This is an optimization exercise on Yosys and OpenROAD, whose aim is small area, a short achievable clock period and few clock cycles, not a production implementation.
At most, simulation tests tie the RTL to the original design; equivalence was not proved.
Power and IR drop assume default switching activity.

==> flow/design.v <==
module gfce_crc_byte (
    input  wire [15:0] crc_in,
    input  wire [7:0]  data,
    output reg  [15:0] crc_out
);
    integer i;
    always @(*) begin
        crc_out = crc_in ^ {8'h00, data};
        for (i = 0; i < 8; i = i + 1) begin
            if (crc_out[0])
                crc_out = (crc_out >> 1) ^ 16'h8408;
            else
                crc_out = crc_out >> 1;
        end
    end
endmodule
module gfce_tx #(
    parameter [7:0] LOCAL_ADDR = 8'h42
) (
    input  wire       clk,
    input  wire       rst,
    input  wire       req_valid,
    output wire       req_ready,
    input  wire [7:0] req_dest,
    input  wire [7:0] req_cmd,
    input  wire [7:0] req_plen,
    input  wire       pl_valid,
    output wire       pl_ready,
    input  wire [7:0] pl_data,
    output wire       out_valid,
    input  wire       out_ready,
    output wire [7:0] out_data,
    output wire       done,
    output wire [3:0] done_status,
    output wire [7:0] done_inserted
);
    localparam [7:0] ESC = 8'hE0, ACK = 8'hE1, SOF = 8'hE2, EOF = 8'hE3;
    localparam [15:0] CRC_SOF = 16'hC4FF;    
    reg s_start, s_dest, s_len, s_src, s_cmd, s_pay, s_crch, s_crcl, s_eof, s_ack, s_rej;
    reg        hv;             
    reg [7:0]  h;
    reg        pend;           
    reg [1:0]  pend_lo;        
    reg [15:0] crc;            
    reg [7:0]  count;          
    reg [7:0]  inserted;       
    reg        ack_wait;       
    reg        rq_idle;        
    reg        pay_go;         
    reg        pay_idle;       
    wire gen = !hv || out_ready;     
    wire pop = hv && out_ready;
    assign out_valid     = hv;
    assign out_data      = h;
    assign done          = s_rej || (ack_wait && out_ready);
    assign done_status   = {s_rej, 3'b000};
    assign done_inserted = inserted;
    function automatic is_res(input [7:0] b);
        is_res = (b[7:2] == 6'b111000);
    endfunction
    wire       too_long = (req_plen[7:3] == 5'b11111);    
    wire [7:0] fc = ({8{s_dest}} & req_dest) | ({8{s_len}} & count) |
                    ({8{s_src}} & LOCAL_ADDR) | ({8{s_cmd}} & req_cmd) |
                    ({8{s_pay}} & pl_data);
    wire [7:0] fb = fc | ({8{s_crch}} & crc[15:8]) | ({8{s_crcl}} & crc[7:0]);
    wire res = (s_dest && is_res(req_dest)) || (s_len && is_res(count)) ||
               (s_cmd && is_res(req_cmd)) || (s_pay && is_res(pl_data)) ||
               (s_crch && is_res(crc[15:8])) || (s_crcl && is_res(crc[7:0]));
    wire [15:0] crc_next;
    gfce_crc_byte u_crc (.crc_in(crc), .data(fc), .crc_out(crc_next));
    wire interior = s_dest || s_len || s_src || s_cmd || s_pay || s_crch || s_crcl;
    wire ready_st = (interior && !s_pay) || (s_pay && pl_valid) || s_eof || s_ack;
    wire go       = gen && !pend;
    wire proc     = go && ready_st;                           
    wire start    = gen && s_start && req_valid && !too_long;  
    wire reject   = s_start && !hv && req_valid && too_long;
    wire esc_now  = proc && res;
    wire push     = gen && (pend || ready_st || (s_start && req_valid && !too_long));
    assign req_ready = rq_idle || (s_cmd && out_ready);
    assign pl_ready  = pay_idle || (pay_go && out_ready);
    reg [7:0] pb;
    always @(*) begin
        if (pend)
            pb = {6'b110000, pend_lo};
        else if (s_start)
            pb = SOF;
        else if (s_eof)
            pb = EOF;
        else if (s_ack)
            pb = ACK;
        else if (res)
            pb = ESC;
        else
            pb = fb;
    end
    reg s_start_n, s_dest_n, s_len_n, s_src_n, s_cmd_n, s_pay_n, s_crch_n, s_crcl_n,
        s_eof_n, s_ack_n, s_rej_n, hv_n, pend_n;
    always @(*) begin
        {s_start_n, s_dest_n, s_len_n, s_src_n, s_cmd_n, s_pay_n, s_crch_n, s_crcl_n,
         s_eof_n, s_ack_n, s_rej_n} =
            {s_start, s_dest, s_len, s_src, s_cmd, s_pay, s_crch, s_crcl, s_eof, s_ack, s_rej};
        hv_n   = hv;
        pend_n = pend;
        if (push) hv_n = 1'b1;
        else if (pop) hv_n = 1'b0;
        if (gen) begin
            if (pend) pend_n = 1'b0;
            else if (esc_now) pend_n = 1'b1;
        end
        if (start) begin
            s_start_n = 1'b0;
            s_dest_n  = 1'b1;
        end
        if (reject) begin
            s_start_n = 1'b0;
            s_rej_n   = 1'b1;
        end
        if (s_rej) begin
            s_rej_n   = 1'b0;
            s_start_n = 1'b1;
        end
        if (proc) begin
            s_dest_n = 1'b0;
            s_len_n  = s_dest;
            s_src_n  = s_len;
            s_cmd_n  = s_src;
            s_crcl_n = s_crch;
            s_eof_n  = s_crcl;
            s_ack_n  = s_eof;
            if (s_ack) s_start_n = 1'b1;
            if (s_cmd) begin
                s_pay_n  = (count != 8'd8);
                s_crch_n = (count == 8'd8);
            end else begin
                s_pay_n  = s_pay && (count != 8'd9);
                s_crch_n = s_pay && (count == 8'd9);
            end
        end
    end
    always @(posedge clk) begin
        if (rst) begin
            {s_start, s_dest, s_len, s_src, s_cmd, s_pay, s_crch, s_crcl, s_eof, s_ack, s_rej} <=
                11'b100_0000_0000;
            hv       <= 1'b0;
            pend     <= 1'b0;
            ack_wait <= 1'b0;
            rq_idle  <= 1'b0;
            pay_go   <= 1'b0;
            pay_idle <= 1'b0;
        end else begin
            {s_start, s_dest, s_len, s_src, s_cmd, s_pay, s_crch, s_crcl, s_eof, s_ack, s_rej} <=
                {s_start_n, s_dest_n, s_len_n, s_src_n, s_cmd_n, s_pay_n, s_crch_n, s_crcl_n,
                 s_eof_n, s_ack_n, s_rej_n};
            hv       <= hv_n;
            pend     <= pend_n;
            ack_wait <= s_start_n && hv_n;
            rq_idle  <= s_rej_n || (s_cmd_n && !hv_n);
            pay_go   <= s_pay_n && !pend_n;
            pay_idle <= s_pay_n && !pend_n && !hv_n;
        end
    end
    always @(posedge clk) begin
        if (push) h <= pb;
        if (!pend) pend_lo <= fb[1:0];
        if (start)
            crc <= CRC_SOF;
        else if (proc && (s_dest || s_len || s_src || s_cmd || s_pay))
            crc <= crc_next;
        if (start)
            inserted <= 8'd0;
        else if (pend && gen)
            inserted <= inserted + 8'd1;
        if (s_start)
            count <= {req_plen[7:3] + 5'd1, req_plen[2:0]};
        else if (proc && s_pay)
            count <= count - 8'd1;
    end
endmodule
module gfce_rx (
    input  wire       clk,
    input  wire       rst,
    input  wire       in_valid,
    output wire       in_ready,
    input  wire [7:0] in_data,
    output reg        pl_valid,
    output reg  [7:0] pl_data,
    output reg        done,
    output wire [3:0] status,
    output wire [7:0] msg_dest,
    output wire [7:0] msg_len,
    output wire [7:0] msg_src,
    output wire [7:0] msg_cmd
);
    localparam [7:0] ESC = 8'hE0, SOF = 8'hE2, EOF = 8'hE3;
    localparam [7:0] RX_LIMIT = 8'd255;    
    localparam [15:0] CRC_SOF = 16'hC4FF;  
    reg [7:0]  idx;         
    reg        escp;        
    reg        escerr;      
    reg        len_ok;      
    reg        early;       
    reg [15:0] crc;         
    reg [7:0]  d1, d2;      
    reg [7:0]  b_dest, b_len, b_src, b_cmd;
    reg [2:0]  st;
    assign in_ready = 1'b1;
    assign status   = {1'b0, st};
    assign msg_dest = b_dest;
    assign msg_len  = b_len;
    assign msg_src  = b_src;
    assign msg_cmd  = b_cmd;
    wire [15:0] crc_next;
    gfce_crc_byte u_crc (.crc_in(crc), .data(d2), .crc_out(crc_next));
    wire is_sof = (in_data == SOF);
    wire is_eof = (in_data == EOF);
    wire is_esc = (in_data == ESC);
    wire [7:0] value    = {in_data[7:6], in_data[5] ^ escp, in_data[4:0]};
    wire       reserved = (value[7:2] == 6'b111000);
    wire       other    = in_valid && !is_sof && !is_eof && !is_esc;
    wire       store    = other && (idx != RX_LIMIT);
    wire       restart  = in_valid && (is_sof || is_eof);
    wire len_bad = (idx[7:1] == 7'd0) || !len_ok;
    wire crc_bad = (crc != {d2, d1});
    wire lowlen   = (b_len[7:3] == 5'd0);
    wire lsmall  = len_bad || (!crc_bad && lowlen);
    wire [2:0] eof_status = {escerr || escp || (!len_bad && crc_bad),
                             escerr || escp || lsmall,
                             escerr || (!escp && lsmall)};
    always @(posedge clk) begin
        if (rst) begin
            idx      <= 8'd0;
            escp     <= 1'b0;
            escerr   <= 1'b0;
            pl_valid <= 1'b0;
            done     <= 1'b0;
            early    <= 1'b1;
        end else begin
            done     <= in_valid && is_eof;
            pl_valid <= store && (idx >= 8'd6);
            if (restart) begin
                early  <= 1'b1;
                idx    <= 8'd0;
                escp   <= 1'b0;
                escerr <= 1'b0;
            end else if (in_valid && is_esc) begin
                if (escp)
                    escerr <= 1'b1;
                escp <= 1'b1;
            end else if (other) begin
                escp <= 1'b0;
                if (escp && !reserved)
                    escerr <= 1'b1;
                if (store)
                    idx <= idx + 8'd1;
                if (store && idx[1:0] == 2'd3)
                    early <= 1'b0;
            end
        end
    end
    always @(posedge clk) begin
        pl_data <= d2;
        if (in_valid && is_eof)
            st <= eof_status;
        if (rst || restart)
            crc <= CRC_SOF;
        else if (store && (idx >= 8'd2))
            crc <= crc_next;
        if (store) begin
            d1 <= value;
            d2 <= d1;
            if (idx == 8'd1)
                len_ok <= (value == 8'd4);
            else
                len_ok <= ({1'b0, b_len} == {1'b0, idx} + 9'd3);
            if (early) begin
                case (idx[1:0])
                    2'd0: b_dest <= value;
                    2'd1: b_len  <= value;
                    2'd2: b_src  <= value;
                    2'd3: b_cmd  <= value;
                endcase
            end
        end
    end
endmodule
module gfce_codec (
    input  wire       clk,
    input  wire       rst,
    input  wire       tx_req_valid,
    output wire       tx_req_ready,
    input  wire [7:0] tx_req_dest,
    input  wire [7:0] tx_req_cmd,
    input  wire [7:0] tx_req_plen,
    input  wire       tx_pl_valid,
    output wire       tx_pl_ready,
    input  wire [7:0] tx_pl_data,
    output wire       tx_out_valid,
    input  wire       tx_out_ready,
    output wire [7:0] tx_out_data,
    output wire       tx_done,
    output wire [3:0] tx_done_status,
    output wire [7:0] tx_done_inserted,
    input  wire       rx_in_valid,
    output wire       rx_in_ready,
    input  wire [7:0] rx_in_data,
    output wire       rx_pl_valid,
    output wire [7:0] rx_pl_data,
    output wire       rx_done,
    output wire [3:0] rx_status,
    output wire [7:0] rx_dest,
    output wire [7:0] rx_len,
    output wire [7:0] rx_src,
    output wire [7:0] rx_cmd
);
    gfce_tx #(.LOCAL_ADDR(8'h42)) u_tx (
        .clk(clk), .rst(rst),
        .req_valid(tx_req_valid), .req_ready(tx_req_ready),
        .req_dest(tx_req_dest), .req_cmd(tx_req_cmd), .req_plen(tx_req_plen),
        .pl_valid(tx_pl_valid), .pl_ready(tx_pl_ready), .pl_data(tx_pl_data),
        .out_valid(tx_out_valid), .out_ready(tx_out_ready), .out_data(tx_out_data),
        .done(tx_done), .done_status(tx_done_status), .done_inserted(tx_done_inserted)
    );
    gfce_rx u_rx (
        .clk(clk), .rst(rst),
        .in_valid(rx_in_valid), .in_ready(rx_in_ready), .in_data(rx_in_data),
        .pl_valid(rx_pl_valid), .pl_data(rx_pl_data),
        .done(rx_done), .status(rx_status),
        .msg_dest(rx_dest), .msg_len(rx_len), .msg_src(rx_src), .msg_cmd(rx_cmd)
    );
endmodule
export LEC_CHECK = 0
export CAP_MARGIN = 20
export CORE_MARGIN = 2
export CORE_UTILIZATION = 40
export CTS_BUF_LIST = sky130_fd_sc_hd__clkbuf_8
export SETUP_SLACK_MARGIN = 1.9
export SLEW_MARGIN = 20
create_clock -name core_clock -period 4.0 [get_ports {clk}]
standard.sh (not shown) runs the stock make flow with config.mk's settings and CLKGATE_MAP_FILE= SYNTH_SCRIPT=/design/flow/synth_recipe.tcl, a recipe that flattens the netlist after the stock synthesis.
==> flow/flow/run.sh <==
#!/bin/bash
set -euo pipefail
export BUFFER_PORTS_ARGS="-buffer_cell sky130_fd_sc_hd__buf_1"
bash standard.sh > standard_flow.log 2>&1
The baseline finished with timing, DRC and antenna clean.
Testbench counts at the start, summed over its fixed seeds: cycles 18,293.
Edit:
--- a/flow/design.v
+++ b/flow/design.v
@@ -67,6 +67,7 @@
                (s_cmd && is_res(req_cmd)) || (s_pay && is_res(pl_data)) ||
                (s_crch && is_res(crc[15:8])) || (s_crcl && is_res(crc[7:0]));
+    wire [15:0] crc_cur = s_dest ? CRC_SOF : crc;
     wire [15:0] crc_next;
-    gfce_crc_byte u_crc (.crc_in(crc), .data(fc), .crc_out(crc_next));
+    gfce_crc_byte u_crc (.crc_in(crc_cur), .data(fc), .crc_out(crc_next));
     wire interior = s_dest || s_len || s_src || s_cmd || s_pay || s_crch || s_crcl;
     wire ready_st = (interior && !s_pay) || (s_pay && pl_valid) || s_eof || s_ack;
@@ -163,7 +164,5 @@
         if (push) h <= pb;
         if (!pend) pend_lo <= fb[1:0];
-        if (start)
-            crc <= CRC_SOF;
-        else if (proc && (s_dest || s_len || s_src || s_cmd || s_pay))
+        if (proc && (s_dest || s_len || s_src || s_cmd || s_pay))
             crc <= crc_next;
         if (start)
@@ -210,6 +209,7 @@
     assign msg_src  = b_src;
     assign msg_cmd  = b_cmd;
+    wire [15:0] crc_cur = (idx == 8'd2) ? CRC_SOF : crc;
     wire [15:0] crc_next;
-    gfce_crc_byte u_crc (.crc_in(crc), .data(d2), .crc_out(crc_next));
+    gfce_crc_byte u_crc (.crc_in(crc_cur), .data(d2), .crc_out(crc_next));
     wire is_sof = (in_data == SOF);
     wire is_eof = (in_data == EOF);
@@ -221,5 +221,5 @@
     wire       restart  = in_valid && (is_sof || is_eof);
     wire len_bad = (idx[7:1] == 7'd0) || !len_ok;
-    wire crc_bad = (crc != {d2, d1});
+    wire crc_bad = (crc_cur != {d2, d1});
     wire lowlen   = (b_len[7:3] == 5'd0);
     wire lsmall  = len_bad || (!crc_bad && lowlen);
@@ -262,7 +262,5 @@
         if (in_valid && is_eof)
             st <= eof_status;
-        if (rst || restart)
-            crc <= CRC_SOF;
-        else if (store && (idx >= 8'd2))
+        if (store && (idx >= 8'd2))
             crc <= crc_next;
         if (store) begin
=>
- wire length goes up by 18%
- global-route usage goes up by 2.1 points
- setup slack degrades by 0.12 ns
- count of clock-buffer cells in the layout came out higher by 1
- sequential share of layout area falls by 0.80 points
- via count increases by 14%
- design area rises by 12%
- critical path depth goes up by 3
- die area increases by 3.7%
- synthesized cell count climbs by 5.1%
- register-to-register slack got worse by 0.18 ns
- power climbs by 2.5%
- sequential power stays flat
- first-iteration DRC count climbs by 45%
The RTL of the second run of this note was laid out without a check of its function.

[re-timing with driven ports]
No port has a modelled driver above. Below, the same layouts with a new extraction and two added sets of constraints.
Step 1 (the two cells are an assumption about what drives the block):
set clk [get_ports {clk}]
set_driving_cell -lib_cell sky130_fd_sc_hd__clkbuf_16 $clk
set_driving_cell -lib_cell sky130_fd_sc_hd__buf_2 [delete_from_list [all_inputs] $clk]
Step 2 adds t to the input delays and takes it off the output delays; t is the mean of the earliest and latest rising clock arrival at the registers after step 1. Input paths then give back, and output paths get back, about the clock's delay inside the block.
Three values: ideal ports, drivers, drivers and shift; two values: the first two.
run | shift t [ns] | slack for setup (ns) | clock arrival spread, ns
the first run | 0.478 | 1.921 / 1.872 / 1.524 | 0.015 / 0.015
the second run | 0.489 | 1.799 / 1.799 / 1.501 | 0.013 / 0.012
After both steps every run listed still meets setup and hold. The setup slack of the first run, which loses most, moves by -0.049 ns with the drivers and by -0.397 ns with both steps.
